This design comes from an exercise in tuning for small area, a short achievable clock period and few clock cycles per item on the open sky130 flow, not from production work.
Function was checked by simulation only, so behaviour that the tests miss may differ from the original.
Power is estimated from default activity; no workload was simulated.

--- design.v ---
module jmp (
    input  wire        clk,
    input  wire        rst,           
    input  wire        load,
    input  wire [31:0] load_size,
    input  wire        start,
    input  wire        setq,
    input  wire [7:0]  setq_val,
    output wire        mem_re,
    output wire [31:0] mem_addr,
    input  wire [7:0]  mem_rdata,
    output wire        qt_we,
    output wire [10:0] qt_addr,
    output wire [7:0]  qt_wdata,
    output wire [15:0] status,
    output wire [31:0] size_o,
    output wire [7:0]  qfactor,
    output wire [31:0] offset_o,
    output wire [7:0]  width_blocks,
    output wire [7:0]  height_blocks,
    output wire [7:0]  type_o,
    output wire        precision,
    output wire [15:0] restart_interval,
    output wire [31:0] header_len,
    output wire [31:0] scan_off,
    output wire [31:0] scan_len
);
    localparam [2:0] ST_IDLE  = 3'd0,
                     ST_BUSY  = 3'd1,
                     ST_OK    = 3'd2,
                     ST_FAIL  = 3'd3,
                     ST_FAULT = 3'd4;
    localparam [5:0] C_NO_SOF        = 6'h10,
                     C_NO_DQT        = 6'h11,
                     C_ZERO_BLOCKS   = 6'h12,
                     C_SOF_SHORT     = 6'h13,
                     C_SOF_LENGTH    = 6'h14,
                     C_SOF_PRECISION = 6'h15,
                     C_SOF_DIMENSION = 6'h16,
                     C_SOF_NCOMP     = 6'h17,
                     C_SOF_SAMP_1ST  = 6'h18,
                     C_SOF_SAMP_OTH  = 6'h19,
                     C_SOF_QT_MISM   = 6'h1A,
                     C_SOF_REPEATED  = 6'h20,
                     C_SOS_TRUNC     = 6'h21,
                     C_SCAN_BEYOND   = 6'h22;
    localparam [4:0] S_SEARCH = 5'd0,    
                     S_CODE   = 5'd1,    
                     S_LHI    = 5'd2,    
                     S_LLO    = 5'd3,    
                     S_DQH    = 5'd4,    
                     S_DQT    = 5'd5,    
                     S_DQEND  = 5'd6,    
                     S_DQE2   = 5'd7,    
                     S_DRI2   = 5'd8,    
                     S_DRI3   = 5'd9,    
                     S_FIN0   = 5'd10,   
                     S_FIN    = 5'd11,   
                     S_FINS   = 5'd12,   
                     S_DQE0   = 5'd13,   
                     S_REJ    = 5'd14,   
                     S_RSR    = 5'd15,   
                     S_SOF2   = 5'd16;   
    localparam [2:0] K_SKIP = 3'd0,
                     K_SOF  = 3'd1,
                     K_DQT  = 3'd2,
                     K_DRI  = 3'd3,
                     K_SOS  = 3'd4;
    reg [2:0]  st;
    reg [5:0]  cause;
    reg [31:0] size;
    reg [7:0]  qf;
    reg [31:0] offset;
    reg        sof_found, dqt_found, sos_found, dri_found, eoi_seen;
    reg [7:0]  wb, hb;
    reg        t422;       
    reg        prec;
    reg [15:0] ri;
    reg [31:0] sl;
    reg        bsy;        
    reg [4:0]  ph;
    reg [2:0]  kind;
    reg [31:0] a;          
    reg [15:0] len;        
    reg [10:0] qa;         
    reg        fj;         
    reg        ci;         
    reg        wr;         
    reg        l_is4, l_is17, l_lt4;    
    reg [7:0]  d;          
    reg        p_live, p_v, p_b6;             
    reg [3:0]  p_or7;
    reg        d_live, d_v, d_f64, d_f128;    
    wire [32:0] cmp   = {1'b0, size} + {1'b0, ~a} + {32'd0, ci};
    wire        cmp_c = cmp[32];
    wire [8:0]  pp_m;
    wire [16:0] off_h1;
    jmp_add #(.W(8))  u_ppm (.a(offset[15:8]),  .b(mem_rdata), .ci(1'b0), .s(pp_m));
    jmp_add #(.W(16)) u_oh1 (.a(offset[31:16]), .b(16'd0),     .ci(1'b1), .s(off_h1));
    wire [31:0] pp = {pp_m[8] ? off_h1[15:0] : offset[31:16], pp_m[7:0], offset[7:0]};
    wire        pp_load = bsy && (ph == S_CODE || (ph == S_LHI && !d_live));
    wire [8:0]  jp_lo;
    wire [32:0] sl_h1;
    jmp_add #(.W(8))  u_jlo (.a(sl[7:0]),         .b(mem_rdata), .ci(1'b0), .s(jp_lo));
    jmp_add #(.W(32)) u_sh1 (.a({8'd0, sl[31:8]}), .b(32'd0),    .ci(1'b1), .s(sl_h1));
    wire [31:0] jp = {jp_lo[8] ? sl_h1[23:0] : sl[31:8], jp_lo[7:0]};
    wire [32:0] a_inc;
    jmp_add #(.W(32)) u_inc (.a(a), .b(32'd0), .ci(1'b1), .s(a_inc));
    wire [15:0] lfull = {len[15:8], d};
    wire        hd128   = (d[7:4] != 4'd0);
    wire        r_ge67  = (|len[15:7]) | (len[6] & ((|len[5:2]) | (len[1] & len[0])));
    wire        r_ge131 = (|len[15:8]) | (len[7] & ((|len[6:2]) | (len[1] & len[0])));
    wire        dq_fit  = hd128 ? (r_ge131 & d_f128) : (r_ge67 & d_f64);
    wire        dq_last = prec ? (&qa[6:0]) : (&qa[5:0]);
    wire        pend = (cause == 6'd0);
    wire        fin_ok    = sof_found && dqt_found && wb != 8'd0 && hb != 8'd0;
    wire [2:0]  fin_st    = fin_ok ? ST_OK : ST_FAIL;
    wire [5:0]  fin_cause = !sof_found ? C_NO_SOF :
                            !dqt_found ? C_NO_DQT :
                            fin_ok     ? 6'd0     : C_ZERO_BLOCKS;
    reg         jump;      
    reg         jump1;     
    reg         hold;      
    reg         a_zero;    
    always @(*) begin
        jump   = 1'b0;
        jump1  = 1'b0;
        hold   = 1'b0;
        a_zero = 1'b0;
        case (ph)
        S_LHI:    if (d_live && (kind == K_SKIP || kind == K_SOS)) jump1 = 1'b1;
        S_LLO:    if (kind == K_SOS) hold = 1'b1;
        S_DQE0:   jump = 1'b1;
        S_DQEND:  hold = 1'b1;
        S_REJ:    jump = 1'b1;
        S_RSR:    jump = 1'b1;
        S_FIN0:   begin jump = 1'b1; a_zero = 1'b1; end
        S_FIN, S_FINS: hold = 1'b1;
        default: ;
        endcase
    end
    always @(posedge clk) begin
        d      <= mem_rdata;
        p_live <= bsy && !jump && !jump1 && !hold;
        p_v    <= cmp_c;
        p_b6   <= cmp[6];
        p_or7  <= {|cmp[31:24], |cmp[23:16], |cmp[15:8], cmp[7]};
        d_live <= p_live && !jump;
        d_v    <= p_v;
        d_f64  <= p_v && ((|p_or7) || p_b6);
        d_f128 <= p_v && (|p_or7);
    end
    always @(posedge clk) begin
        if (ci)
            sl <= cmp[31:0];
        else if (pp_load)
            sl <= pp;
    end
    always @(posedge clk) begin
        if (rst) begin
            st   <= ST_IDLE;
            bsy  <= 1'b0;
            size <= 32'd0;
            qf   <= 8'd255;
            ph   <= S_SEARCH;
            ci   <= 1'b0;
            wr   <= 1'b0;
        end else if (!bsy) begin
            if (load) begin
                if (~&load_size[31:16] || ~|load_size[15:0]) begin
                    size <= load_size;
                    st   <= ST_IDLE;
                end
            end else if (start) begin
                st        <= ST_BUSY;
                bsy       <= 1'b1;
                ph        <= S_SEARCH;
                cause     <= 6'd0;
                offset    <= 32'd0;
                a         <= 32'd0;
                fj        <= 1'b1;
                sof_found <= 1'b0;
                dqt_found <= 1'b0;
                sos_found <= 1'b0;
                dri_found <= 1'b0;
                eoi_seen  <= 1'b0;
                prec      <= 1'b0;
                ri        <= 16'd0;
            end else if (setq) begin
                qf <= setq_val;
            end
        end else begin
            ci <= 1'b0;
            if (jump)
                a <= a_zero ? 32'd0 : offset;
            else if (jump1)
                a <= jp;
            else if (!hold)
                a <= a_inc[31:0];
            case (ph)
            S_SEARCH: begin
                if (d_live) begin
                    fj <= 1'b0;
                    if (!d_v) begin
                        if (!fj)
                            offset <= size;
                        ph <= S_FIN0;
                    end else if (d == 8'hFF) begin
                        offset <= a;             
                        ph     <= S_CODE;
                    end
                end
            end
            S_CODE: begin
                ph <= S_LHI;
                if (!d_v) begin
                    offset <= size;
                    ph     <= S_FIN0;
                end else if (d == 8'hC0) begin
                    kind <= K_SOF;
                    if (sof_found) begin
                        st    <= ST_FAULT;
                        bsy   <= 1'b0;
                        cause <= C_SOF_REPEATED;
                    end
                end else if (d == 8'hC4 || d == 8'hFE || d[7:4] == 4'hE) begin
                    kind <= K_SKIP;
                end else if (d == 8'hDA) begin
                    kind <= K_SOS;
                end else if (d == 8'hDB) begin
                    kind      <= K_DQT;
                    dqt_found <= 1'b1;
                end else if (d == 8'hDD) begin
                    kind <= K_DRI;
                end else begin
                    if (d == 8'hD9)
                        eoi_seen <= 1'b1;
                    ph <= S_SEARCH;
                end
            end
            S_LHI: begin
                if (d_live) begin
                    len[15:8] <= d;
                    ph        <= S_LLO;
                    if (kind == K_DQT)
                        offset <= jp;
                    if (kind == K_SOS)
                        ci <= 1'b1;
                end
            end
            S_LLO: begin
                len[7:0] <= d;
                l_is4    <= (lfull == 16'd4);
                l_is17   <= (lfull == 16'd17);
                l_lt4    <= (lfull < 16'd4);
                case (kind)
                K_SKIP: begin
                    if (!d_v) begin
                        offset <= size;
                        ph     <= S_FIN0;
                    end else begin
                        offset <= a;             
                        fj     <= 1'b1;
                        ph     <= S_SEARCH;
                    end
                end
                K_SOS: begin
                    if (!d_v) begin
                        st    <= ST_FAULT;
                        bsy   <= 1'b0;
                        cause <= C_SOS_TRUNC;
                    end else begin
                        ph <= S_FINS;
                    end
                end
                K_DQT: begin
                    if (!d_v || lfull < 16'd2) begin
                        offset <= size;
                        ph     <= S_FIN0;
                    end else begin
                        ph <= (lfull == 16'd2) ? S_SEARCH : S_DQH;
                    end
                end
                K_DRI: ph <= S_DRI2;
                default: begin       
                    if (lfull < 16'd17)
                        cause <= C_SOF_LENGTH;
                    ph <= S_SOF2;
                end
                endcase
            end
            S_DQH: begin
                if (!d_v) begin
                    offset <= size;
                    ph     <= S_FIN0;
                end else if (d[3:0] == 4'hF || !dq_fit) begin
                    ph <= S_DQE0;
                end else begin
                    qa   <= hd128 ? {d[3:0], 7'd0} : {1'b0, d[3:0], 6'd0};
                    prec <= hd128;
                    len  <= len - 16'd1;
                    ph   <= S_DQT;
                    wr   <= 1'b1;
                end
            end
            S_DQT: begin
                qa  <= qa + 11'd1;
                len <= len - 16'd1;
                if (dq_last) begin
                    ph <= (len == 16'd3) ? S_SEARCH : S_DQH;
                    wr <= 1'b0;
                end
            end
            S_DQE0: begin                    
                ph <= S_DQEND;
                ci <= 1'b1;
            end
            S_DQEND: ph <= S_DQE2;   
            S_REJ: begin                     
                kind <= K_SKIP;
                ph   <= S_LHI;
            end
            S_RSR: begin                     
                fj <= 1'b1;
                ph <= S_SEARCH;
            end
            S_FIN0: begin                    
                ph <= S_FIN;
                ci <= 1'b1;
            end
            S_DQE2: begin
                if (!p_v) begin
                    offset <= size;
                    ph     <= S_FIN0;
                end else begin
                    fj <= 1'b1;                  
                    ph <= S_SEARCH;
                end
            end
            S_DRI2: begin
                qa[7:0] <= d;
                ph      <= S_DRI3;
            end
            S_DRI3: begin
                ph <= S_SEARCH;
                if (!d_v || l_lt4) begin
                    ph <= S_RSR;                 
                end else begin
                    ri        <= {qa[7:0], d};
                    dri_found <= ({qa[7:0], d} != 16'd0);
                    if (!l_is4)
                        ph <= S_REJ;             
                end
            end
            S_FIN: begin
                bsy   <= 1'b0;
                st    <= fin_st;
                cause <= fin_cause;
            end
            S_FINS: begin
                bsy <= 1'b0;
                if (!p_v) begin
                    st    <= ST_FAULT;
                    cause <= C_SCAN_BEYOND;
                end else begin
                    sos_found <= 1'b1;
                    st        <= fin_st;
                    cause     <= fin_cause;
                end
            end
            default: begin
                ph <= ph + 5'd1;
                case (ph[3:0])
                5'd0: if (pend && d != 8'd8) cause <= C_SOF_PRECISION;
                5'd1: begin
                    hb[7:5] <= d[2:0];
                    if (pend && d[7:3] != 5'd0) cause <= C_SOF_DIMENSION;
                end
                5'd2: begin
                    hb[4:0] <= d[7:3];
                    if (pend && ((hb[7:5] == 3'd7 && d > 8'hF8) ||
                                 (hb[7:5] == 3'd0 && d == 8'd0)))
                        cause <= C_SOF_DIMENSION;
                end
                5'd3: begin
                    wb[7:5] <= d[2:0];
                    if (pend && d[7:3] != 5'd0) cause <= C_SOF_DIMENSION;
                end
                5'd4: begin
                    wb[4:0] <= d[7:3];
                    if (pend && ((wb[7:5] == 3'd7 && d > 8'hF8) ||
                                 (wb[7:5] == 3'd0 && d == 8'd0)))
                        cause <= C_SOF_DIMENSION;
                end
                5'd5: if (pend && d != 8'd3) cause <= C_SOF_NCOMP;
                5'd7: begin
                    t422 <= d[1];
                    if (pend && d != 8'h21 && d != 8'h22) cause <= C_SOF_SAMP_1ST;
                end
                5'd10: if (pend && d != 8'h11) cause <= C_SOF_SAMP_OTH;
                5'd11: qa[7:0] <= d;
                5'd13: if (pend && d != 8'h11) cause <= C_SOF_SAMP_OTH;
                5'd14: begin
                    ph <= S_SEARCH;
                    if (!d_v) begin
                        st    <= ST_FAIL;
                        bsy   <= 1'b0;
                        cause <= C_SOF_SHORT;
                    end else if (!pend) begin
                        st  <= ST_FAIL;
                        bsy <= 1'b0;
                    end else if (d != qa[7:0]) begin
                        st    <= ST_FAIL;
                        bsy   <= 1'b0;
                        cause <= C_SOF_QT_MISM;
                    end else begin
                        sof_found <= 1'b1;
                        if (!l_is17)
                            ph <= S_REJ;         
                    end
                end
                default: ;
                endcase
            end
            endcase
        end
    end
    assign mem_re   = bsy;
    assign mem_addr = a;
    assign qt_we    = wr && (st == ST_BUSY) && (qa[10:7] != 4'hF);
    assign qt_addr  = qa;
    assign qt_wdata = d;
    wire show = st[2] | st[1];
    assign status = {2'b00, cause & {6{show}},
                     {eoi_seen, dri_found, sos_found, dqt_found, sof_found} & {5{show}},
                     st};
    assign size_o           = size;
    assign qfactor          = qf;
    assign offset_o         = offset;
    assign width_blocks     = wb;
    assign height_blocks    = hb;
    assign type_o           = {1'b0, dri_found, 5'd0, t422};
    assign precision        = prec;
    assign restart_interval = ri;
    assign header_len       = a;
    assign scan_off         = a;
    assign scan_len         = sl;
endmodule
module jmp_add #(parameter W = 32) (
    input  wire [W-1:0] a,
    input  wire [W-1:0] b,
    input  wire         ci,
    output wire [W:0]   s
);
    localparam L = (W <= 8) ? 3 : (W <= 16) ? 4 : 5;    
    wire [W-1:0] p0 = a ^ b;
    wire [W-1:0] g0 = (a & b) | {{(W-1){1'b0}}, p0[0] & ci};
    wire [W-1:0] gu [0:L];
    wire [W-1:0] pu [0:L];
    assign gu[0] = g0;
    assign pu[0] = p0;
    genvar k, i;
    generate
        for (k = 0; k < L; k = k + 1) begin : up
            for (i = 0; i < W; i = i + 1) begin : b
                if (((i + 1) % (2 << k)) == 0) begin : c
                    assign gu[k+1][i] = gu[k][i] | (pu[k][i] & gu[k][i - (1 << k)]);
                    assign pu[k+1][i] = pu[k][i] & pu[k][i - (1 << k)];
                end else begin : n
                    assign gu[k+1][i] = gu[k][i];
                    assign pu[k+1][i] = pu[k][i];
                end
            end
        end
    endgenerate
    wire [W-1:0] gd [0:L];
    assign gd[0] = gu[L];
    generate
        for (k = 0; k < L; k = k + 1) begin : dn
            for (i = 0; i < W; i = i + 1) begin : b
                if ((L - 2 - k) >= 0 && i >= (3 << (L - 2 - k)) - 1 &&
                    ((i + 1 - (1 << (L - 2 - k))) % (2 << (L - 2 - k))) == 0) begin : c
                    assign gd[k+1][i] = gd[k][i] | (pu[L][i] & gd[k][i - (1 << (L - 2 - k))]);
                end else begin : n
                    assign gd[k+1][i] = gd[k][i];
                end
            end
        end
    endgenerate
    wire [W-1:0] c = gd[L];             
    assign s = {c[W-1], p0 ^ {c[W-2:0], ci}};
endmodule
--- flow/run.sh ---
#!/bin/bash
# The standard layout (the standard.sh: standard synthesis, floorplan, place, CTS, route,
# finish), with two changes to how it is built:
#  - the I/O port buffers are sky130_fd_sc_hd__buf_1 instead of the cell buffer_ports picks
#    by default; every port still gets its own buffer;
#  - clock tree synthesis inserts no dummy loads.
set -euo pipefail
bash standard.sh \
  "BUFFER_PORTS_ARGS=-buffer_cell sky130_fd_sc_hd__buf_1" \
  "CTS_ARGS=-sink_clustering_enable -repair_clock_nets -dont_use_dummy_load -sink_clustering_size 14 -sink_clustering_max_diameter 60 -buf_list sky130_fd_sc_hd__clkbuf_8" \
  finish > standard_make.log 2>&1
--- standard.sh ---
#!/bin/bash
# synth_recipe.tcl (not shown) runs the flow's synth.tcl, then flattens the netlist and writes it again
# the make line also repeats each setting of config.mk as NAME=value (left out here)
make -C /OpenROAD-flow-scripts/flow DESIGN_CONFIG=/design/flow/config.mk WORK_HOME=/design/flow/orfs CLKGATE_MAP_FILE= SYNTH_SCRIPT=/design/flow/synth_recipe.tcl "${@:-finish}"
--- config.mk ---
export PLATFORM = sky130hd
export DESIGN_NAME = jmp
export DESIGN_NICKNAME = jmp
export VERILOG_FILES = /design/flow/design.v
export SDC_FILE = /design/flow/constraint.sdc
export NUM_CORES = 4
export LEC_CHECK = 0
export CAP_MARGIN = 20
export CORE_MARGIN = 2
export CORE_UTILIZATION = 55
export PLACE_DENSITY = 0.65
export SETUP_SLACK_MARGIN = 4.45
export SLEW_MARGIN = 20
export TNS_END_PERCENT = 0
--- constraint.sdc ---
create_clock -name core_clock -period 8.0 [get_ports {clk}]
set_input_delay 1.6000 -clock core_clock [delete_from_list [all_inputs] [get_ports {clk}]]
set_output_delay 1.6000 -clock core_clock [all_outputs]
set_load 0.01 [all_outputs]
==> results of run 1 <==
registers in the layout, summed over array words and instances, names as in the netlist, 3 cells and up:
signal / cells
a: 32
cause: 6
d: 8
hb: 8
kind: 3
len: 16
offset: 32
p_or7: 4
ph: 5
qa: 11
qf: 8
ri: 16
size: 32
sl: 32
st: 3
wb: 8
power by group through the flow:
stage	clock (mW)	combinational [mW]	sequential (mW)
2_1_floorplan	0	0.409	1.52
3_3_place_gp	0	0.581	1.53
3_5_place_dp	0	0.586	1.53
4_1_cts	0.765	0.607	1.51
5_1_grt	0.806	0.681	1.52
6_report	0.758	0.629	1.51
cells in the final DEF (no fill, tap or decap), types with 13 or more instances in the layout:
cell      netlist  routed
buf_1          11     321
nor2_1        181     178
edfxtp_1      175     175
nand2_1       124     122
o21ai_0       110     108
ha_1           91      89
a21oi_1        96      88
mux2i_1        85      85
inv_1          85      84
dfxtp_1        70      67
xnor2_1        50      50
and3_1         48      47
a221oi_1       41      41
xor2_1         39      39
nor3_1         39      38
buf_4          74      38
a22oi_1        31      31
nand3_1        31      29
clkbuf_8        0      28
nor2b_1        27      26
nand4_1        25      25
mux2_2         19      19
a31oi_1        19      19
a211oi_1       18      17
and2_1         16      15
a21o_1         15      14
a21boi_0       16      13
nor4_1         15      13
cell families (layout without fill, tap and decap cells):
logic type,count (synthesis),in the layout,synth area share (%)
flops,245,245,39.7
simple gates,565,565,16.4
xor+xnor,89,89,4.65
compound gates,438,440,17.4
fa+ha+maj,100,100,7.87
other cells,1,8,0.0224
buf+inv,261,474,7.55
mux,104,104,6.35
worst max-delay path by stage:
stage                            start          to  depth (start not counted)
after CTS                 mem_rdata[0]   offset[9]                         13
final                              d_v       ph[3]                         10
after detailed placement  mem_rdata[0]  offset[31]                         12
after global routing      mem_rdata[0]      sl[26]                         13
after floorplan           mem_rdata[0]  offset[12]                         12
after global placement    mem_rdata[0]  offset[31]                         12
worst min-delay path, cell delays in order, from the launching register on:
cell,delay [ns]
dfxtp_1,0.30
inv_1,0.05
nor2_1,0.04
repair_timing:
action	CTS	global route
gates cloned	3	0
resized for setup	23	24
setup endpoints to repair	216	157
buffers inserted	4	10
pin swaps	5	15
layer usage:
metal	part of all wire, %	GRT usage (%)	wire, um
met5	0	0	0
met4	4.8	16.1	2760
met3	9.3	6.18	5330
met2	47	57.2	26900
met1	39	44.9	22100
area by class of cell:
class / count / area [sq um]
Sequential cell: 245 / 6660
Multi-Input combinational cell: 1306 / 9090
Inverter: 85 / 319
Tap cell: 390 / 488
Timing Repair Buffer: 361 / 1510
Fill cell: 2665 / 11300
Clock buffer: 28 / 385
stage by stage:
step | area (sq um) | worst slack (ns) | power (mW) | hold WS (ns)
3_5_place_dp | 17800 | 2.96 | 2.12 | 0.409
2_1_floorplan | 16800 | 3.79 | 1.93 | 0.329
3_3_place_gp | 17800 | 3.08 | 2.11 | 0.397
6_report | 18500 | 4.23 | 2.90 | 0.403
4_1_cts | 18300 | 4.19 | 2.88 | 0.397
5_1_grt | 18500 | 4.17 | 3.00 | 0.416
==> summary.txt, run 1 <==
Min path
  – HP Start: p_live
  – Hold WC Path Type: reg -> reg
  – Hold Crit Depth: 2
  – Hold EP: d_live

Timing
  – Fin. max-slew vios: 0
  – Final setup violation count: 0
  – Final hold vios: 0
  – Slew @ Worst Pin: 1.07 ns
  – Worst slew margin: 28.4%
  – Setup TNS Final: 0 ns
  – Final worst path period share: 47.1%
  – Setup Skew: 0.0541 ns
  – Fmax: 266 MHz
  – Unrepaired setup endpoints after global routing: true
  – Crit path time final: 3.77 ns

Synthesis
  – Synth Area per Inst: 9.30 sq um
  – Post-synth top area share: 31.4%
  – #FFs+latches synth: 245
  – Number of flops mapped to enable cells by yosys: 175
  – Sequential area share after synthesis: 39.7%
  – Synthesis warning total: 4
  – Predominant post-synthesis flop cell: edfxtp_1
  – Synth top area cells: edfxtp_1 (31%), dfxtp_1 (8.4%), ha_1 (6.8%), mux2i_1 (5.1%), nor2_1 (4.1%)
  – Async SR Flop Fraction: 0%
  – Count leader, synth: nor2_1
  – Commonest cells in the netlist: nor2_1 (181), edfxtp_1 (175), nand2_1 (124)
  – Largest area contributor in the netlist: edfxtp_1
  – Mapped Cells: 1803
  – Synthesized cell area: 16800 sq um
  – Distinct cell type count after synthesis: 82

CTS
  – # H-tree levels: 1
  – Clock buffer count from CTS: 28
  – Root Driver: clkbuf_8
  – Clock latency (worst-skew pair): 0.62 ns
  – Reg clk slew, reported paths: 0.08 ns
  – TritonCTS clock tree: done
  – Clk buf depth: 3
  – Clk sink count: 245
  – Post-CTS Hold Buffers: 0

Job
  – Maxcap violations: 0

Drt
  – Pre-antenna DRT Iters: 5
  – DRT iter0 DRCs: 1548
  – Drt drc: 0
  – Routed WL: 57.2 mm
  – Vias per cell: 6.40
  – Routed len/inst: 23.7 um
  – Post-detailed-route count of antenna-violating nets: 0
  – DR vias: 15500

Cells and area
  – Synth-to-Final Area Change: 10.1%
  – Fraction of layout cells with a size suffix above 1: 7.26%
  – Antenna diodes: 0
  – Final cell count without fillers: 2415
  – Layout Nets: 2180
  – Final core utilization: 61.9%

Placed design
  – I/O Buffers: 322
  – Dpl cells: 2370
  – Gp weighted congestion: 0.999
  – Hpwl dp: 39.7 mm

Die
  – Core Region: 29800 sq um
  – Total I/O pin count: 331
  – Die W: 179 um
  – Die ar.: 31900 sq um
  – Height of the die: 179 um
  – Row count: 63
  – Initial core utilization: 56.3%

GRT
  – Vias in the first global route: 14300
  – First-pass GRT wire length: 84.5 mm
  – Gr ovfl total: 0
  – Pin count of the biggest net entering global routing: 62
  – Total Routing Usage GR: 34.9%
  – Initial antenna violation count: 1

Power and ir drop
  – Leakage power: 6.97 nW
  – Maximum VDD drop: 0.150 mV
  – Sequential Power Share: 52.1%
  – Pint: 1.97 mW
  – Combinational cell fraction of total power: 21.7%
  – Clock power share: 26.2%
  – P_sw: 929 uW
  – Switching share of power: 32.1%
  – Power density cells: 157 nW/um^2

Worst setup path
  – Crit end category: register
  – CP required: 8.48 ns
  – Crit Path Category: reg -> reg
  – Setup crit start kind: register
  – R2r endpoint: ph[3]
  – Worst path max stage delay: 0.84 ns
  – Crit path DAT: 4.24 ns
  – Reg2reg path depth: 10
  – Reg2reg setup slack: 4.23 ns
  – CP Buf/Inv Count: 2
  – Crit path cell chain: buf_4 > inv_1 > nor2_1 > a211o_1 > o21ai_0 > nor4b_1 > o221ai_1 > nor3_1 > a2111o_1 > a21oi_1
  – Delay-heaviest family, CP: simple AND/OR/NAND/NOR gates
  – Slowest CP cell: dfxtp_2
  – Crit-path max FO: 30
  – Worst r2r src: d_v

Status
  – Status: timing/DRC/antenna clean
Testbench counts, summed over its fixed seeds: cycles 78,442, items 320.
==> run 2: changes to the inputs <==
--- a/config.mk
+++ b/config.mk
@@ -8,7 +8,8 @@
 export CAP_MARGIN = 20
 export CORE_MARGIN = 2
 export CORE_UTILIZATION = 55
+export GPL_TIMING_DRIVEN = 0
 export PLACE_DENSITY = 0.65
-export SETUP_SLACK_MARGIN = 4.45
+export SETUP_SLACK_MARGIN = 4.6
 export SLEW_MARGIN = 20
 export TNS_END_PERCENT = 0
==> run 2 against run 1 <==
Compared with the run above:
- via count grew 8.2%
- routed wire length grew 16%
- still clean on timing, DRC and antenna
- worst setup slack lost 0.0090 ns
==> summary.txt, run 2 <==
Synthesis
  – Synth Area per Inst: 9.30 sq um
  – Synthesized cell area: 16800 sq um
  – Predominant post-synthesis flop cell: edfxtp_1
  – Largest area contributor in the netlist: edfxtp_1
  – Commonest cells in the netlist: nor2_1 (181), edfxtp_1 (175), nand2_1 (124)
  – Number of flops mapped to enable cells by yosys: 175
  – Async SR Flop Fraction: 0%
  – Distinct cell type count after synthesis: 82
  – Mapped Cells: 1803
  – Post-synth top area share: 31.4%
  – #FFs+latches synth: 245
  – Synth top area cells: edfxtp_1 (31%), dfxtp_1 (8.4%), ha_1 (6.8%), mux2i_1 (5.1%), nor2_1 (4.1%)
  – Sequential area share after synthesis: 39.7%
  – Count leader, synth: nor2_1
  – Synthesis warning total: 4

Worst setup path
  – Worst path max stage delay: 0.55 ns
  – Crit path DAT: 4.21 ns
  – CP required: 8.44 ns
  – Crit end category: register
  – Slowest CP cell: o31ai_1
  – Crit Path Category: reg -> reg
  – Crit-path max FO: 10
  – Setup crit start kind: register
  – Reg2reg setup slack: 4.23 ns
  – Crit path cell chain: clkbuf_1 > clkbuf_2 > clkbuf_2 > and3_1 > ha_1 > nor2_1 > o21ai_0 > o31ai_1 > o21ai_0 > a21oi_1 > o2111a_1 > nor3_1

Timing
  – Crit path time final: 3.77 ns
  – Slew @ Worst Pin: 1.24 ns
  – Final worst path period share: 47.2%
  – Setup TNS Final: 0 ns
  – Fmax: 265 MHz
  – Unrepaired setup endpoints after global routing: true
  – Setup Skew: 0.0620 ns
  – Final hold vios: 0
  – Setup slack after layout: 4.23 ns
  – Worst slew margin: 17.1%
  – Worst hold slack: 0.364 ns
  – Fin. max-slew vios: 0
  – Final setup violation count: 0

Power and ir drop
  – Maximum VDD drop: 0.133 mV
  – Power density cells: 152 nW/um^2
  – Leakage power: 7.53 nW

Drt
  – Post-detailed-route count of antenna-violating nets: 0
  – Routed WL: 66.6 mm
  – DRT iter0 DRCs: 2191
  – Drt drc: 0
  – Pre-antenna DRT Iters: 8
  – DR vias: 16700
  – Routed len/inst: 25.9 um
  – Vias per cell: 6.51

Job
  – Maxcap violations: 0

Min path
  – Hold WC Path Type: reg -> reg

Cells and area
  – Layout Nets: 2337
  – Antenna diodes: 0
  – Most frequent cells in the layout: buf_1 (324), nor2_1 (179), edfxtp_1 (175)
  – Synth-to-Final Area Change: 17.3%
  – Fraction of layout cells with a size suffix above 1: 11.4%
  – Most common cell after layout, fill and taps aside: buf_1
  – Area of all placed cells without fillers: 19700 sq um
  – Final core utilization: 66.0%

Die
  – Total I/O pin count: 331
  – Die W: 179 um
  – Core Region: 29800 sq um
  – Initial core utilization: 56.3%
  – Die ar.: 31900 sq um
  – Row count: 63
  – Height of the die: 179 um

GRT
  – Total Routing Usage GR: 40.5%
  – Gr ovfl total: 0
  – Pin count of the biggest net entering global routing: 19
  – First-pass GRT wire length: 95.8 mm
  – Vias in the first global route: 16000
  – Initial antenna violation count: 4

Placed design
  – Hpwl dp: 48.8 mm
  – Placed cell areas: 18700 sq um
  – Gp weighted congestion: 1.00
  – Place WS: 2.93 ns
  – I/O Buffers: 321

CTS
  – Clk sink count: 245
  – Clock latency (worst-skew pair): 0.61 ns
  – Root Driver: clkbuf_8
  – Clock buffer count from CTS: 26
  – # H-tree levels: 1
  – Reg clk slew, reported paths: 0.08 ns
  – TritonCTS clock tree: done
  – Clk buf depth: 3

Status
  – Status: timing/DRC/antenna clean
==> run 2: path summary, 6_finish.rpt <==
check / startpoint / end / cells past startpoint
max: ph[3] / st[0] / 12
min: p_v / d_v / 0
max reg2reg: ph[3] / st[0] / 12
min reg2reg: p_v / d_v / 0
==> run 2: repair_timing <==
action                                  CTS  global route
hold buffers                              0             0
pin swaps                                33            17
gates cloned                              2             0
buffers inserted                         15             2
gates resized for setup                 106            31
endpoints found under the setup margin  224           254
==> run 2: cell families (layout without fill, tap and decap cells) <==
kind of cell	Yosys count	in the layout	synth area share, %
AO/OA/AOI/OAI	438	438	17.4
XOR/XNOR	89	89	4.65
adder cells (fa/ha/maj)	100	100	7.87
buffers and inverters	261	633	7.55
flip-flops	245	245	39.7
multiplexers	104	104	6.35
other	1	8	0.0224
AND/OR/NAND/NOR	565	565	16.4
==> run 2: worst max-delay path: cells and delay by family (launching register included) <==
kind	cells	cell delay [ns]
buffers and inverters	3	0.82
AOI/OAI and AO/OA	5	1.73
DFF	1	0.34
adders and majority gates	1	0.25
and+or+nand+nor	3	0.48
==> run 2: final cells by class <==
| class | count | area [sq um] |
|---|---|---|
| fill | 2520 | 10100 |
| buffer | 176 | 1050 |
| multi-input combinational | 1304 | 9260 |
| tap | 390 | 488 |
| inverter | 85 | 319 |
| clock buffer | 26 | 358 |
| timing repair buffer | 346 | 1540 |
| sequential | 245 | 6660 |
==> run 2: per-layer routing <==
layer | track usage (%) | part of all wire [%]
met5 | 0 | 0.024
met3 | 6.73 | 11
met4 | 26.9 | 7.1
met2 | 63.6 | 45
met1 | 51.5 | 37
==> run 2: per-stage QoR <==
stage,std cells,total power [mW]
after floorplan,1810,1.93
after global placement,2521,2.17
after detailed placement,2527,2.19
after CTS,2570,2.95
after global routing,2572,3.08
final,2572,2.99
==> run 2: report_power, final <==
part / internal [mW] / total (mW) / switching (mW)
registers: 1.43 / 1.50 / 0.0729
clock network: 0.287 / 0.736 / 0.448
logic: 0.287 / 0.753 / 0.466
total: 2.00 / 2.99 / 0.987
==> run 3: changes to the inputs <==
--- a/config.mk
+++ b/config.mk
@@ -8,8 +8,7 @@
 export CAP_MARGIN = 20
 export CORE_MARGIN = 2
 export CORE_UTILIZATION = 55
-export GPL_TIMING_DRIVEN = 0
-export PLACE_DENSITY = 0.65
+export PLACE_DENSITY = 0.8
 export SETUP_SLACK_MARGIN = 4.6
 export SLEW_MARGIN = 20
 export TNS_END_PERCENT = 0
==> run 3 against run 2 <==
Compared with the run above:
- still clean
- register-to-register slack improved by 0.19 ns
- first-iteration DRC count decreased by 7.3%
- combinational power decreased by 14%
- sequential share of layout area increased by 1.7 points
==> summary.txt, run 3 <==
Status
  – Status: timing/DRC/antenna clean

Die
  – Height of the die: 179 um
  – Core Region: 29800 sq um
  – Total I/O pin count: 331
  – Initial core utilization: 56.3%
  – Die ar.: 31900 sq um
  – Die W: 179 um
  – Row count: 63

Cells and area
  – FILL cells: 2521
  – Most frequent cells in the layout: buf_1 (319), nor2_1 (179), edfxtp_1 (175)
  – Antenna diodes: 0
  – Most common cell after layout, fill and taps aside: buf_1
  – Final core utilization: 62.8%
  – Fraction of layout cells with a size suffix above 1: 9.48%
  – Synth-to-Final Area Change: 11.7%
  – Layout Nets: 2191

Timing
  – Fmax: 275 MHz
  – Final worst path period share: 45.5%
  – Slew @ Worst Pin: 0.902 ns
  – Setup slack after layout: 4.36 ns
  – Worst hold slack: 0.413 ns
  – Final setup violation count: 0
  – Crit path time final: 3.64 ns
  – Unrepaired setup endpoints after global routing: true
  – Worst slew margin: 39.9%
  – Fin. max-slew vios: 0
  – Setup Skew: 0.112 ns
  – Setup TNS Final: 0 ns
  – Final hold vios: 0

Worst setup path
  – Crit path cell chain: clkbuf_2 > ha_2 > fa_2 > a21o_1 > a21oi_4 > o21bai_2 > a21oi_2 > o21bai_4 > a21o_4 > a21boi_2 > o21ai_1 > a221oi_1
  – Setup crit start kind: primary input
  – Crit path DAT: 4.01 ns
  – Slowest CP cell: fa_2
  – Delay-heaviest family, CP: compound AO/OA/AOI/OAI gates
  – CP required: 8.37 ns
  – CP Buf/Inv Count: 1
  – Worst path max stage delay: 0.34 ns
  – Crit end category: register
  – Crit Path Category: in -> reg
  – Crit-path max FO: 6

GRT
  – Initial antenna violation count: 0
  – Total Routing Usage GR: 33.8%
  – Vias in the first global route: 14800
  – GR peak layer: met2
  – Routing usage on met2: 54.9%
  – Met1 usage: 43.0%
  – First-pass GRT wire length: 83.0 mm
  – Pin count of the biggest net entering global routing: 62
  – Gr ovfl total: 0
  – GRT met3 Usage: 6.86%

CTS
  – # H-tree levels: 1
  – TritonCTS clock tree: done
  – Root Driver: clkbuf_8
  – Clk sink count: 245
  – Clk buf depth: 3
  – Clock latency (worst-skew pair): 0.62 ns
  – Clock buffer count from CTS: 26
  – Reg clk slew, reported paths: 0.09 ns
  – Post-CTS Hold Buffers: 0

Drt
  – Routed len/inst: 23.1 um
  – Pre-antenna DRT Iters: 6
  – DRT iter0 DRCs: 2030
  – Routed WL: 55.9 mm
  – DR vias: 15700
  – Post-detailed-route count of antenna-violating nets: 0
  – Drt drc: 0
  – Vias per cell: 6.49

Synthesis
  – Synthesized cell area: 16800 sq um
  – Sequential area share after synthesis: 39.7%
  – Predominant post-synthesis flop cell: edfxtp_1
  – Largest area contributor in the netlist: edfxtp_1
  – Synth top area cells: edfxtp_1 (31%), dfxtp_1 (8.4%), ha_1 (6.8%), mux2i_1 (5.1%), nor2_1 (4.1%)
  – Mapped Cells: 1803
  – Count leader, synth: nor2_1
  – Synthesis warning total: 4
  – Synth Area per Inst: 9.30 sq um
  – Post-synth top area share: 31.4%
  – #FFs+latches synth: 245
  – Async SR Flop Fraction: 0%
  – Distinct cell type count after synthesis: 82
  – Number of flops mapped to enable cells by yosys: 175
  – Commonest cells in the netlist: nor2_1 (181), edfxtp_1 (175), nand2_1 (124)

Placed design
  – I/O Buffers: 322
  – Hpwl dp: 38.9 mm
  – Place WS: 3.01 ns
  – Gp weighted congestion: 0.950

Power and ir drop
  – Leakage power: 7.05 nW
  – Maximum VDD drop: 0.150 mV
  – Power density cells: 154 nW/um^2

Min path
  – Hold WC Path Type: reg -> reg

Job
  – Maxcap violations: 0
[run 3: layer usage]
metal,up-vias,wire length (um)
met5,-,0
met2,1073,26600
met1,7466,20700
li1,7000,-
met3,204,6070
met4,0,2520
[run 3: repair_timing]
action | CTS | global route
gates resized for setup | 42 | 57
buffers inserted | 14 | 12
setup endpoints to repair | 221 | 226
pin swaps | 23 | 39
gates cloned | 4 | 0
[run 3: cell families (layout without fill, tap and decap cells)]
family	Yosys count	after routing	synth area share, %
adders and majority gates	100	100	7.87
AOI/OAI and AO/OA	438	441	17.4
buffers and inverters	261	483	7.55
DFF	245	245	39.7
muxes	104	104	6.35
xor gates and xnor gates	89	89	4.65
other	1	8	0.0224
and+or+nand+nor	565	566	16.4
[run 3: per-stage QoR]
stage          instances  total power, mW  area, sq um
2_1_floorplan       1810             1.93        16800
3_3_place_gp        2370             2.10        17800
3_5_place_dp        2370             2.12        17800
4_1_cts             2414             2.84        18400
5_1_grt             2426             2.98        18700
6_report            2426             2.88        18700
[run 3: cell type report]
| class | count | area, sq um | area share (%) |
|---|---|---|---|
| multi-input cells | 1308 | 9300 | 49.6 |
| flip-flops and latches | 245 | 6660 | 35.6 |
| repair buffers | 372 | 1600 | 8.55 |
| well taps | 390 | 488 | 2.61 |
| clock buffers | 26 | 358 | 1.91 |
| inverters | 85 | 319 | 1.70 |
[run 3: where the power goes]
group / internal [mW] / total, mW / switching [mW]
Clock: 0.287 / 0.721 / 0.434
Combinational: 0.248 / 0.650 / 0.401
Sequential: 1.43 / 1.51 / 0.0873
[run 3: worst register-to-register path, stage by stage, from the launching register on]
cell	delay (ns)
edfxtp_1	0.40
ha_2	0.23
and3_4	0.20
and4_1	0.23
and3_1	0.22
and3_1	0.21
and3_1	0.21
and3_1	0.22
and3_1	0.21
and3_1	0.21
and3_1	0.19
ha_1	0.30
mux2i_2	0.20
o21ai_1	0.07
and3_1	0.18
[run 3: path summary, 6_finish.rpt]
| check | from | end | slack, ns | depth (start not counted) |
|---|---|---|---|---|
| worst min register to register | p_live | d_live | 0.41 | 2 |
| worst max register to register | sl[8] | offset[30] | 4.42 | 14 |
| worst min-delay path | p_live | d_live | 0.41 | 2 |
| worst max-delay path | mem_rdata[0] | offset[19] | 4.36 | 12 |
==> run 4: changes to the inputs <==
--- a/config.mk
+++ b/config.mk
@@ -8,7 +8,8 @@
 export CAP_MARGIN = 20
 export CORE_MARGIN = 2
 export CORE_UTILIZATION = 55
-export PLACE_DENSITY = 0.8
+export CTS_BUF_LIST = sky130_fd_sc_hd__clkbuf_8
+export PLACE_DENSITY = 0.65
 export SETUP_SLACK_MARGIN = 4.6
 export SLEW_MARGIN = 20
 export TNS_END_PERCENT = 0
==> run 4 against run 3 <==
Compared with the run above:
- combinational power is 1% lower
- non-clock buffer count is 1 lower
- worst setup slack better by 0.012 ns
- first-iteration DRC count is 17% lower
- critical path depth stayed put
- register-to-register slack hardly changed
- via count is 1.4% lower
- sequential power hardly changed
- cell count stayed put
- clock-buffer cell count is 2 higher
- sequential share of layout area is 0.13 points higher
- largest power group unchanged
- cell area is 0.41% lower
==> summary.txt, run 4 <==
Timing
  – Final hold vios: 0
  – Setup TNS Final: 0 ns
  – Fin. max-slew vios: 0
  – Slew @ Worst Pin: 1.09 ns
  – Fmax: 276 MHz
  – Crit path time final: 3.63 ns
  – Worst slew margin: 26.7%
  – Setup Skew: 0.0363 ns
  – Final worst path period share: 45.4%
  – Unrepaired setup endpoints after global routing: true
  – Setup slack after layout: 4.37 ns
  – Final setup violation count: 0

Placed design
  – Place WS: 2.96 ns
  – Hpwl dp: 39.5 mm
  – Gp weighted congestion: 0.947
  – Placed cell areas: 17800 sq um
  – I/O Buffers: 322

Synthesis
  – Synth top area cells: edfxtp_1 (31%), dfxtp_1 (8.4%), ha_1 (6.8%), mux2i_1 (5.1%), nor2_1 (4.1%)
  – Predominant post-synthesis flop cell: edfxtp_1
  – Synthesis warning total: 4
  – Synthesized cell area: 16800 sq um
  – Mapped Cells: 1803
  – Number of flops mapped to enable cells by yosys: 175
  – Synth Area per Inst: 9.30 sq um
  – Post-synth top area share: 31.4%
  – Async SR Flop Fraction: 0%
  – Largest area contributor in the netlist: edfxtp_1
  – #FFs+latches synth: 245
  – Distinct cell type count after synthesis: 82
  – Commonest cells in the netlist: nor2_1 (181), edfxtp_1 (175), nand2_1 (124)
  – Count leader, synth: nor2_1
  – Sequential area share after synthesis: 39.7%

Die
  – Die ar.: 31900 sq um
  – Height of the die: 179 um
  – Total I/O pin count: 331
  – Row count: 63
  – Die W: 179 um
  – Core Region: 29800 sq um
  – Initial core utilization: 56.3%

Cells and area
  – Layout Nets: 2191
  – Synth-to-Final Area Change: 11.3%
  – Antenna diodes: 0
  – Most frequent cells in the layout: buf_1 (320), nor2_1 (179), edfxtp_1 (175)
  – Fraction of layout cells with a size suffix above 1: 8.79%
  – Area of all placed cells without fillers: 18600 sq um
  – Most common cell after layout, fill and taps aside: buf_1

Min path
  – Hold EP: d_live
  – Hold Crit Depth: 2
  – HP Start: p_live
  – Hold WC Path Type: reg -> reg

Worst setup path
  – Reg2reg path depth: 7
  – Crit Path Category: in -> reg
  – Worst r2r src: d_v
  – Reg2reg setup slack: 4.43 ns
  – CP required: 8.42 ns
  – Crit path DAT: 4.05 ns
  – Crit-path max FO: 5
  – Setup crit start kind: primary input
  – R2r endpoint: st[0]
  – Crit end category: register

Drt
  – Vias per cell: 6.40
  – Pre-antenna DRT Iters: 5
  – Drt drc: 0
  – Routed len/inst: 23.6 um
  – DRT iter0 DRCs: 1680
  – DR vias: 15500
  – Post-detailed-route count of antenna-violating nets: 0
  – Routed WL: 57.3 mm

GRT
  – Vias in the first global route: 14500
  – Total Routing Usage GR: 35.0%
  – First-pass GRT wire length: 85.0 mm
  – Initial antenna violation count: 4
  – Gr ovfl total: 0
  – Pin count of the biggest net entering global routing: 62

CTS
  – # H-tree levels: 1
  – Clock latency (worst-skew pair): 0.61 ns
  – Clock buffer count from CTS: 28
  – Clk sink count: 245
  – TritonCTS clock tree: done
  – Clk buf depth: 3
  – Reg clk slew, reported paths: 0.07 ns
  – Root Driver: clkbuf_8
  – Post-CTS Hold Buffers: 0

Power and ir drop
  – Maximum VDD drop: 0.120 mV
  – Final Total Pwr: 2.92 mW
  – Power density cells: 156 nW/um^2
  – Leakage power: 7.04 nW

Status
  – Status: timing/DRC/antenna clean

Job
  – Maxcap violations: 0
[run 4: cell type report]
class | instances | area [sq um]
fillers | 2668 | 11100
multi-input cells | 1307 | 9190
flip-flops and latches | 245 | 6660
repair buffers | 371 | 1600
well taps | 390 | 488
clock buffers | 28 | 385
inverters | 85 | 319
[run 4: worst max-delay path by stage]
stage,from,endpoint,slack [ns],cells after the start
finish,mem_rdata[0],offset[15],4.37,12
global route,mem_rdata[0],sl[28],4.33,13
CTS,mem_rdata[0],offset[10],4.26,12
detailed placement,mem_rdata[0],offset[9],2.96,12
global placement,mem_rdata[0],offset[9],3.07,12
floorplan,mem_rdata[0],offset[12],3.95,12
[run 4: cells by family after synthesis]
kind of cell             count (synthesis)  share of synthesized area (%)
adder cells (fa/ha/maj)                100                           7.87
XOR/XNOR                                89                           4.65
other                                    1                         0.0224
buffers and inverters                  261                           7.55
AND/OR/NAND/NOR                        565                           16.4
multiplexers                           104                           6.35
flip-flops                             245                           39.7
AO/OA/AOI/OAI                          438                           17.4
[run 4: per-layer routing]
metal	vias to the layer above	track usage, %	routed length (um)
met4	2	15.5	2470
met1	7452	46.3	22800
li1	6988	-	-
met5	-	0	7
met2	921	57.3	27000
met3	167	4.88	5040
[run 4: timing repair]
action | 4_1_cts | 5_1_grt
gates cloned | 2 | 1
setup buffers | 11 | 13
pin swaps | 7 | 26
endpoints found under the setup margin | 175 | 192
resized for setup | 23 | 47
[run 4: critical path: stages]
cell      delay [ns]
clkbuf_2        0.10
ha_2            0.19
fa_2            0.35
a21o_1          0.19
a21oi_4         0.17
o21bai_1        0.10
a21oi_2         0.23
o21bai_4        0.17
a21o_2          0.34
a21boi_1        0.21
o21ai_0         0.12
a221oi_1        0.28
[run 4: report_power, final]
part           leakage (nW)  switching (mW)  internal, mW
sequential             2.22          0.0854          1.43
combinational          4.62           0.400         0.243
clock                 0.201           0.455         0.309
[run 4: per-stage QoR]
| stage | instances | hold slack [ns] | utilization, % |
|---|---|---|---|
| after floorplan | 1810 | 0.329 | - |
| after CTS | 2412 | 0.422 | 61.7 |
| after global routing | 2426 | 0.458 | 62.6 |
| after global placement | 2371 | 0.395 | 59.7 |
| after detailed placement | 2371 | 0.401 | 59.7 |
| final | 2426 | 0.428 | 62.6 |
==> run 5: changes to the inputs <==
--- a/design.v
+++ b/design.v
@@ -176,9 +176,8 @@
                 bsy       <= 1'b1;
                 ph        <= S_SEARCH;
                 cause     <= 6'd0;
-                offset    <= 32'd0;
                 a         <= 32'd0;
-                fj        <= 1'b1;
+                fj        <= 1'b0;
                 sof_found <= 1'b0;
                 dqt_found <= 1'b0;
                 sos_found <= 1'b0;
==> run 5 against run 4 <==
Compared with the run above:
- cell area fell by 3.5%
- combinational power increased by 37%
- via count shrank 5.3%
- cell count is 2.5% lower
- clock-buffer cell count unchanged
- synthesized cell count fell by 3.4%
- critical path type is now reg -> reg
- critical endpoint is now a[30]
==> summary.txt, run 5 <==
Synthesis
  – Mapped Cells: 1741
  – Synthesis warning total: 4
  – Commonest cells in the netlist: edfxtp_1 (175), nand2_1 (154), nor2_1 (143)
  – Count leader, synth: edfxtp_1
  – Distinct cell type count after synthesis: 81
  – Synth Area per Inst: 9.33 sq um
  – #FFs+latches synth: 245
  – Predominant post-synthesis flop cell: edfxtp_1
  – Synthesized cell area: 16300 sq um
  – Largest area contributor in the netlist: edfxtp_1
  – Async SR Flop Fraction: 0%
  – Post-synth top area share: 32.3%
  – Number of flops mapped to enable cells by yosys: 175
  – Synth top area cells: edfxtp_1 (32%), dfxtp_1 (8.6%), ha_1 (7.0%), mux2i_1 (3.9%), o21ai_0 (3.8%)
  – Sequential area share after synthesis: 41.0%

Min path
  – Hold WC Path Type: reg -> reg

Power and ir drop
  – Power density cells: 178 nW/um^2
  – Maximum VDD drop: 0.116 mV
  – Pint: 2.10 mW
  – Leakage power: 6.98 nW
  – Sequential Power Share: 49.2%
  – Final Total Pwr: 3.20 mW
  – Clock power share: 23.4%
  – Combinational cell fraction of total power: 27.4%
  – P_sw: 1.10 mW
  – Switching share of power: 34.4%

Timing
  – Fmax: 277 MHz
  – Slew @ Worst Pin: 1.08 ns
  – Unrepaired setup endpoints after global routing: true
  – Setup TNS Final: 0 ns
  – Final hold vios: 0
  – Worst slew margin: 27.7%
  – Crit path time final: 3.62 ns
  – Setup Skew: 0.0588 ns
  – Fin. max-slew vios: 0
  – Final worst path period share: 45.2%
  – Final setup violation count: 0

Drt
  – DRT iter0 DRCs: 1578
  – Post-detailed-route count of antenna-violating nets: 0
  – Drt drc: 0
  – DR vias: 14700
  – Routed WL: 53.3 mm
  – Pre-antenna DRT Iters: 6
  – Routed len/inst: 22.5 um
  – Vias per cell: 6.22

Cells and area
  – Most common cell after layout, fill and taps aside: buf_1
  – Synth-to-Final Area Change: 10.8%
  – Antenna diodes: 0
  – Fraction of layout cells with a size suffix above 1: 7.32%
  – FILL cells: 2621
  – Final cell count without fillers: 2366
  – Multi-input gate area: 8640 sq um
  – FF/Latch Area: 6660 sq um
  – Most frequent cells in the layout: buf_1 (319), edfxtp_1 (175), nand2_1 (152)
  – Layout Nets: 2137

Worst setup path
  – Reg2reg setup slack: 4.38 ns
  – CP Capture Point: a[30]
  – Worst setup startpoint: sl[9]
  – Setup crit start kind: register
  – R2r endpoint: a[30]
  – Worst r2r src: sl[9]
  – Crit path DAT: 3.98 ns
  – Crit end category: register
  – Reg2reg path depth: 14
  – Crit Path Category: reg -> reg
  – CP required: 8.36 ns
  – Crit-path max FO: 3

GRT
  – Vias in the first global route: 14000
  – Initial antenna violation count: 1
  – First-pass GRT wire length: 80.1 mm
  – Total Routing Usage GR: 33.4%
  – Pin count of the biggest net entering global routing: 54
  – Gr ovfl total: 0

Die
  – Row count: 62
  – Core Region: 28900 sq um
  – Die ar.: 30900 sq um
  – Initial core utilization: 56.2%
  – Height of the die: 176 um
  – Die W: 176 um
  – Total I/O pin count: 331

Placed design
  – Gp weighted congestion: 0.964
  – Dpl cells: 2318
  – I/O Buffers: 322
  – Hpwl dp: 38.1 mm

CTS
  – TritonCTS clock tree: done
  – Clk buf depth: 3
  – Clock latency (worst-skew pair): 0.60 ns
  – Clk sink count: 245
  – Reg clk slew, reported paths: 0.09 ns
  – Clock buffer count from CTS: 28
  – # H-tree levels: 1
  – Root Driver: clkbuf_8

Job
  – Maxcap violations: 0

Status
  – Status: timing/DRC/antenna clean
## run 5: changes by cell type after synthesis, sizes merged, moves of 11 or more
cell    before  now
a221oi      42    6
clkbuf      90   76
nand2      124  154
nor2       182  144
and3        48   36
nand3b       4   16
nor3b       12    1
a21o        15   37
mux2i       85   64
nand4       25   10
## run 5: final cells by class
class	instances	area share [%]
clock buffer	28	2.14
timing repair buffer	365	8.64
sequential	245	37.0
tap	384	2.67
multi-input combinational	1267	48.0
inverter	77	1.61
## run 5: kinds of logic (layout without fill, tap and decap cells)
family                   after synthesis  in the layout  share of synthesized area [%]
other                                  1              8                         0.0231
adder cells (fa/ha/maj)              100            100                           8.12
AND/OR/NAND/NOR                      549            550                           16.5
multiplexers                          73             73                           4.57
XOR/XNOR                              98             98                           5.28
AO/OA/AOI/OAI                        437            438                           17.1
flip-flops                           245            245                           41.0
buffers and inverters                238            470                           7.41
## run 5: metal layers
metal	routed length, um	track usage (%)	vias to the layer above
met4	1750	11.5	0
li1	-	-	6721
met5	0	0	-
met1	21200	43.7	7056
met2	25700	56.6	791
met3	4630	5.04	146
## run 5: worst min path at each step
stage              from     end  slack, ns  cells past startpoint
3_5_place_dp     p_live  d_live       0.44                      1
5_1_grt        p_or7[0]  d_f128       0.43                      1
4_1_cts        p_or7[0]  d_f128       0.44                      1
2_1_floorplan      p_b6   d_f64       0.41                      1
6_report       p_or7[0]  d_f128       0.44                      1
3_3_place_gp       p_b6   d_f64       0.41                      1
## run 5: timing repair
item | in CTS | in global routing
setup endpoints to repair | 199 | 229
buffers inserted | 5 | 13
hold buffers | 0 | 0
gates cloned | 0 | 2
resized for setup | 16 | 40
pin swaps | 5 | 16
## run 5: worst max-delay path, cell delays in order (launching register included)
cell and delay (ns):
edfxtp_1 0.45, ha_1 0.24, and3_2 0.26, and4_1 0.23, and3_1 0.21, and3_1 0.21
and3_1 0.21, and3_1 0.21, and3_1 0.21, and3_1 0.22, and3_1 0.19, ha_1 0.26
mux2i_1 0.22, a21oi_1 0.10, a21o_1 0.16
## run 5: metrics by stage
| step | util, % | hold slack [ns] | cell area, sq um | setup WS (ns) |
|---|---|---|---|---|
| finish | 62.2 | 0.440 | 18000 | 4.38 |
| global route | 62.2 | 0.435 | 18000 | 4.27 |
| CTS | 61.4 | 0.439 | 17800 | 4.36 |
| detailed placement | 59.7 | 0.439 | 17300 | 3.61 |
| global placement | 59.7 | 0.415 | 17300 | 3.68 |
| floorplan | - | 0.407 | 16300 | 4.12 |
## run 5: power by group through the flow
| stage | combinational (mW) | clock, mW | sequential [mW] |
|---|---|---|---|
| 5_1_grt | 0.954 | 0.798 | 1.58 |
| 2_1_floorplan | 0.583 | 0 | 1.58 |
| 6_report | 0.877 | 0.751 | 1.57 |
| 3_3_place_gp | 0.810 | 0 | 1.60 |
| 3_5_place_dp | 0.822 | 0 | 1.60 |
| 4_1_cts | 0.836 | 0.759 | 1.57 |
Testbench counts of run 5, summed over its fixed seeds: cycles 78,442, items 320.
==> run 6: changes to the inputs <==
--- a/config.mk
+++ b/config.mk
@@ -8,8 +8,7 @@
 export CAP_MARGIN = 20
 export CORE_MARGIN = 2
 export CORE_UTILIZATION = 55
-export CTS_BUF_LIST = sky130_fd_sc_hd__clkbuf_8
 export PLACE_DENSITY = 0.65
-export SETUP_SLACK_MARGIN = 4.6
+export SETUP_SLACK_MARGIN = 5
 export SLEW_MARGIN = 20
 export TNS_END_PERCENT = 0
==> run 6 against run 5 <==
Compared with the run above:
- utilization is 1.0 points higher
- highest routed layer unchanged
- die area stayed put
- largest power group unchanged
- clock-buffer cell count stayed put
- largest cell class unchanged
- still clean
- first-iteration DRC count is 5.8% higher
- cell count is 0.89% higher
- critical path depth stayed put
- register-to-register slack better by 0.09 ns
- cell area grew 1.6%
- clock power about the same
==> summary.txt, run 6 <==
Synthesis
  – Mapped Cells: 1741
  – Synth Area in Adders: 8.12%
  – Number of flops mapped to enable cells by yosys: 175
  – Distinct cell type count after synthesis: 81
  – Synth top area cells: edfxtp_1 (32%), dfxtp_1 (8.6%), ha_1 (7.0%), mux2i_1 (3.9%), o21ai_0 (3.8%)
  – Async SR Flop Fraction: 0%
  – Mux contribution to synthesized area: 4.57%
  – Count leader, synth: edfxtp_1
  – Synth Area in XOR/XNOR: 5.28%
  – Synthesized cell area: 16300 sq um
  – Compound-cell area share of the yosys netlist: 17.1%
  – #FFs+latches synth: 245
  – Predominant post-synthesis flop cell: edfxtp_1
  – Post-Synth Simple-Gate Area: 16.5%
  – Synth Area per Inst: 9.33 sq um
  – Largest family of logic cells by synthesized area: compound AO/OA/AOI/OAI gates
  – Largest area contributor in the netlist: edfxtp_1
  – Sequential area share after synthesis: 41.0%
  – Post-synth top area share: 32.3%
  – Commonest cells in the netlist: edfxtp_1 (175), nand2_1 (154), nor2_1 (143)
  – Synthesis warning total: 4

Min path
  – Hold WC Path Type: reg -> reg

Cells and area
  – Synth-to-Final Area Change: 12.6%
  – Most frequent cells in the layout: buf_1 (319), edfxtp_1 (175), nand2_1 (152)
  – Multi-input gate area: 8770 sq um
  – Antenna diodes: 0
  – Final core utilization: 63.2%
  – Final cell count without fillers: 2387
  – Area of all placed cells without fillers: 18300 sq um
  – Layout Nets: 2158
  – FILL cells: 2576
  – Fraction of layout cells with a size suffix above 1: 9.24%
  – Most common cell after layout, fill and taps aside: buf_1
  – FF/Latch Area: 6660 sq um

Placed design
  – I/O Buffers: 322
  – Placed cell areas: 17300 sq um
  – Dpl cells: 2318
  – Gp weighted congestion: 0.964
  – Hpwl dp: 38.1 mm

Worst setup path
  – Crit path DAT: 3.89 ns
  – Crit-path max FO: 3
  – Crit Path Category: reg -> reg
  – Crit path cell chain: ha_2 > and3_2 > and4_4 > and3_1 > and3_1 > and3_1 > and3_1 > and3_1 > and3_1 > and3_1 > ha_1 > mux2i_1 > a21oi_1 > a21o_1
  – CP Buf/Inv Count: 0
  – Most used cell, CP: and3_1
  – CP required: 8.36 ns
  – Slowest CP cell: edfxtp_1
  – Setup crit start kind: register
  – Crit end category: register
  – Delay-heaviest family, CP: simple AND/OR/NAND/NOR gates
  – Worst path max stage delay: 0.43 ns

GRT
  – Vias in the first global route: 14100
  – Pin count of the biggest net entering global routing: 54
  – Initial antenna violation count: 1
  – Total Routing Usage GR: 33.6%
  – Gr ovfl total: 0
  – First-pass GRT wire length: 80.6 mm

Die
  – Die W: 176 um
  – Total I/O pin count: 331
  – Height of the die: 176 um
  – Initial core utilization: 56.2%
  – Core Region: 28900 sq um
  – Die ar.: 30900 sq um
  – Row count: 62

Drt
  – DR vias: 14900
  – Drt drc: 0
  – Vias per cell: 6.23
  – Pre-antenna DRT Iters: 6
  – Post-detailed-route count of antenna-violating nets: 0
  – Routed len/inst: 22.4 um
  – DRT iter0 DRCs: 1670
  – Routed WL: 53.6 mm

CTS
  – Clk sink count: 245
  – Reg clk slew, reported paths: 0.09 ns
  – TritonCTS clock tree: done
  – Root Driver: clkbuf_8
  – Clk buf depth: 3
  – Clock latency (worst-skew pair): 0.61 ns
  – Post-CTS Hold Buffers: 0
  – Clock buffer count from CTS: 28
  – # H-tree levels: 1

Job
  – Maxcap violations: 0

Timing
  – Crit path time final: 3.53 ns
  – Setup TNS Final: 0 ns
  – Final hold vios: 0
  – Setup Skew: 0.0600 ns
  – Fin. max-slew vios: 0
  – Final worst path period share: 44.1%
  – Fmax: 283 MHz
  – Worst slew margin: 30.0%
  – Final setup violation count: 0
  – Unrepaired setup endpoints after global routing: true
  – Slew @ Worst Pin: 1.05 ns

Status
  – Status: timing/DRC/antenna clean

Power and ir drop
  – Power density cells: 176 nW/um^2
  – Maximum VDD drop: 0.117 mV
  – Final Total Pwr: 3.23 mW
  – Leakage power: 7.10 nW
## run 6: cell types whose count changed in the layout (fill, tap and decap cells not counted), sizes merged
cell  delta
buf     +21
## run 6: path summary, 6_finish.rpt
check	startpoint	cells after the start	slack, ns	to
min	p_or7[0]	1	0.44	d_f128
max	sl[9]	14	4.47	a[30]
max reg2reg	sl[9]	14	4.47	a[30]
min reg2reg	p_or7[0]	1	0.44	d_f128
## run 6: final cells by class
class	instances	share of cell area, %
multi-input cells	1267	47.9
flip-flops and latches	245	36.4
repair buffers	386	9.41
inverters	77	1.58
well taps	384	2.63
clock buffers	28	2.11
## run 6: report_power, final
group	total (mW)	switching, mW	internal, mW
combinational	0.904	0.561	0.343
clock	0.749	0.440	0.309
sequential	1.57	0.106	1.47
## run 6: kinds of logic (layout without fill, tap and decap cells)
group | count (synthesis) | after routing
buf+inv | 238 | 491
mux | 73 | 73
flops | 245 | 245
other cells | 1 | 8
simple gates | 549 | 550
compound gates | 437 | 438
fa+ha+maj | 100 | 100
xor+xnor | 98 | 98
## run 6: what timing repair did
| item | 4_1_cts | 5_1_grt |
|---|---|---|
| pin swaps | 21 | 20 |
| gates cloned | 2 | 0 |
| setup buffers | 16 | 22 |
| setup endpoints to repair | 328 | 337 |
| gates resized for setup | 41 | 45 |
## run 6: layer usage
layer	global-route usage, %	vias up	routed length (um)
met5	0	-	0
met4	12.2	0	1830
met3	4.89	158	4680
met2	56.7	796	25800
met1	44.1	7144	21300
li1	-	6772	-
## run 6: stage by stage
| stage | setup WS (ns) | hold slack [ns] |
|---|---|---|
| detailed placement | 3.61 | 0.439 |
| global placement | 3.68 | 0.415 |
| CTS | 4.50 | 0.439 |
| floorplan | 4.12 | 0.407 |
| finish | 4.47 | 0.440 |
| global route | 4.40 | 0.435 |
==> run 7: changes to the inputs <==
--- a/config.mk
+++ b/config.mk
@@ -9,6 +9,6 @@
 export CORE_MARGIN = 2
 export CORE_UTILIZATION = 55
 export PLACE_DENSITY = 0.65
-export SETUP_SLACK_MARGIN = 5
+export SETUP_SLACK_MARGIN = 4.9
 export SLEW_MARGIN = 20
 export TNS_END_PERCENT = 0
==> run 7 against run 6 <==
Compared with the run above:
- fmax did not move
- global-route usage did not move
- worst setup slack did not move
- flip-flop and latch count did not move
- cell area did not move
- non-clock buffer count did not move
- hold slack did not move
- synthesized cell count did not move
==> summary.txt, run 7 <==
Worst setup path
  – Crit Path Category: reg -> reg
  – Worst setup startpoint: sl[9]
  – CP required: 8.36 ns
  – Crit path DAT: 3.89 ns
  – Setup crit start kind: register
  – Crit-path max FO: 3
  – Worst r2r src: sl[9]
  – Crit end category: register

Placed design
  – I/O Buffers: 322
  – Gp weighted congestion: 0.964
  – Hpwl dp: 38.1 mm
  – Placed cell areas: 17300 sq um

Drt
  – DR vias: 14900
  – Pre-antenna DRT Iters: 6
  – Routed WL: 53.6 mm
  – Routed len/inst: 22.4 um
  – Vias per cell: 6.23
  – DRT iter0 DRCs: 1670
  – Drt drc: 0
  – Post-detailed-route count of antenna-violating nets: 0

Synthesis
  – Synth top area cells: edfxtp_1 (32%), dfxtp_1 (8.6%), ha_1 (7.0%), mux2i_1 (3.9%), o21ai_0 (3.8%)
  – Distinct cell type count after synthesis: 81
  – Mapped Cells: 1741
  – Commonest cells in the netlist: edfxtp_1 (175), nand2_1 (154), nor2_1 (143)
  – Predominant post-synthesis flop cell: edfxtp_1
  – Number of flops mapped to enable cells by yosys: 175
  – #FFs+latches synth: 245
  – Synthesized cell area: 16300 sq um
  – Post-synth top area share: 32.3%
  – Async SR Flop Fraction: 0%
  – Largest area contributor in the netlist: edfxtp_1
  – Synthesis warning total: 4
  – Sequential area share after synthesis: 41.0%
  – Count leader, synth: edfxtp_1
  – Synth Area per Inst: 9.33 sq um

Min path
  – HP Start: p_or7[0]
  – Hold WC Path Type: reg -> reg

GRT
  – Gr ovfl total: 0
  – Vias in the first global route: 14100
  – Total Routing Usage GR: 33.6%
  – First-pass GRT wire length: 80.6 mm
  – Pin count of the biggest net entering global routing: 54
  – Initial antenna violation count: 1

Cells and area
  – Antenna diodes: 0
  – Synth-to-Final Area Change: 12.6%
  – Most common cell after layout, fill and taps aside: buf_1
  – Most frequent cells in the layout: buf_1 (319), edfxtp_1 (175), nand2_1 (152)
  – Fraction of layout cells with a size suffix above 1: 9.24%
  – Layout Nets: 2158
  – Area of all placed cells without fillers: 18300 sq um

CTS
  – Clock buffer count from CTS: 28
  – Reg clk slew, reported paths: 0.09 ns
  – Post-CTS Hold Buffers: 0
  – Clk sink count: 245
  – TritonCTS clock tree: done
  – Clk buf depth: 3
  – # H-tree levels: 1
  – Root Driver: clkbuf_8
  – Clock latency (worst-skew pair): 0.61 ns

Die
  – Die W: 176 um
  – Row count: 62
  – Height of the die: 176 um
  – Initial core utilization: 56.2%
  – Die ar.: 30900 sq um
  – Total I/O pin count: 331
  – Core Region: 28900 sq um

Timing
  – Fmax: 283 MHz
  – Setup TNS Final: 0 ns
  – Final worst path period share: 44.1%
  – Final hold vios: 0
  – Setup Skew: 0.0600 ns
  – Final setup violation count: 0
  – Worst slew margin: 30.0%
  – Unrepaired setup endpoints after global routing: true
  – Slew @ Worst Pin: 1.05 ns
  – Fin. max-slew vios: 0
  – Crit path time final: 3.53 ns

Power and ir drop
  – P_sw: 1.11 mW
  – Sequential Power Share: 48.8%
  – Clock power share: 23.2%
  – Switching share of power: 34.3%
  – Pint: 2.12 mW
  – Leakage power: 7.10 nW
  – Power density cells: 176 nW/um^2
  – Combinational cell fraction of total power: 28.0%
  – Final Total Pwr: 3.23 mW
  – Maximum VDD drop: 0.117 mV

Status
  – Status: timing/DRC/antenna clean

Job
  – Maxcap violations: 0
-- run 7: cell counts after synthesis --
Identical to the previous run, type by type.
-- run 7: area by class of cell --
type,count,area (sq um)
fillers,2576,10600
multi-input cells,1267,8770
flip-flops and latches,245,6660
repair buffers,386,1720
well taps,384,480
clock buffers,28,385
inverters,77,289
-- run 7: worst paths after layout --
check / cells after the start / slack (ns) / to
setup / recovery: 14 / 4.47 / a[30]
hold / removal: 1 / 0.44 / d_f128
hold reg to reg: 1 / 0.44 / d_f128
setup reg to reg: 14 / 4.47 / a[30]
-- run 7: power by group through the flow --
stage	clock network [mW]	registers (mW)	logic [mW]
2_1_floorplan	0	1.58	0.583
3_3_place_gp	0	1.60	0.810
3_5_place_dp	0	1.60	0.822
4_1_cts	0.759	1.57	0.856
5_1_grt	0.798	1.58	0.982
6_report	0.749	1.57	0.904
-- run 7: cell families (layout without fill, tap and decap cells) --
kind of cell               Yosys count  count (layout)  synth area share [%]
buffers and inverters              238             491                  7.41
and+or+nand+nor                    549             550                  16.5
AOI/OAI and AO/OA                  437             438                  17.1
other                                1               8                0.0231
adders and majority gates          100             100                  8.12
DFF                                245             245                  41.0
muxes                               73              73                  4.57
xor gates and xnor gates            98              98                  5.28
-- run 7: timing repair --
item	CTS	global route
gates resized for setup	41	45
setup endpoints to repair	312	306
pin swaps	21	20
buffers inserted	16	22
gates cloned	2	0
-- run 7: per-stage QoR --
step	cells	hold slack [ns]	util, %	worst slack (ns)
final	2387	0.440	63.2	4.47
after global routing	2387	0.435	63.2	4.40
after CTS	2364	0.439	62.0	4.50
after detailed placement	2318	0.439	59.7	3.61
after global placement	2318	0.415	59.7	3.68
after floorplan	1748	0.407	-	4.12
-- run 7: critical path, cell delays in order (launching register included) --
cell and delay [ns]:
edfxtp_1 0.43, ha_2 0.21, and3_2 0.26, and4_4 0.20, and3_1 0.20, and3_1 0.21
and3_1 0.21, and3_1 0.21, and3_1 0.21, and3_1 0.23, and3_1 0.19, ha_1 0.26
mux2i_1 0.20, a21oi_1 0.10, a21o_1 0.16
-- run 7: routing by layer --
metal | vias up | wire length, um | global-route usage (%)
met5 | - | 0 | 0
met4 | 0 | 1830 | 12.2
met3 | 158 | 4680 | 4.89
met2 | 796 | 25800 | 56.7
met1 | 7144 | 21300 | 44.1
li1 | 6772 | - | -

[separate check: timing with driven ports]
No port has a modelled driver above. Below, the same layouts with a new extraction and two added sets of constraints.
Step 1 assumes that a clkbuf_16 drives the clock port and a buf_2 every other input.
Step 2 times the ports against the registers' clock, not the clock port: input delays grow and output delays shrink by t, the midpoint of the rising clock arrivals with the driver on.
Slacks: ideal ports / drivers / drivers and shift; pairs: ideal ports / drivers.
run | t, ns | setup WS [ns] | latest minus earliest clock arrival (ns)
run 1 | 0.640 | 4.235 / 4.235 / 3.646 | 0.054 / 0.054
run 2 | 0.631 | 4.226 / 4.226 / 3.621 | 0.066 / 0.067
run 3 | 0.611 | 4.359 / 4.378 / 3.767 | 0.112 / 0.112
run 4 | 0.643 | 4.371 / 4.398 / 3.755 | 0.036 / 0.036
run 5 | 0.627 | 4.384 / 4.384 / 3.824 | 0.065 / 0.065
run 6 | 0.627 | 4.471 / 4.471 / 3.897 | 0.064 / 0.065
run 7 | 0.627 | 4.471 / 4.471 / 3.897 | 0.064 / 0.065
After both steps setup and hold are still met in every run listed. For run 4, which loses most, drivers alone change the setup slack by +0.027 ns; drivers and shift together by -0.616 ns.
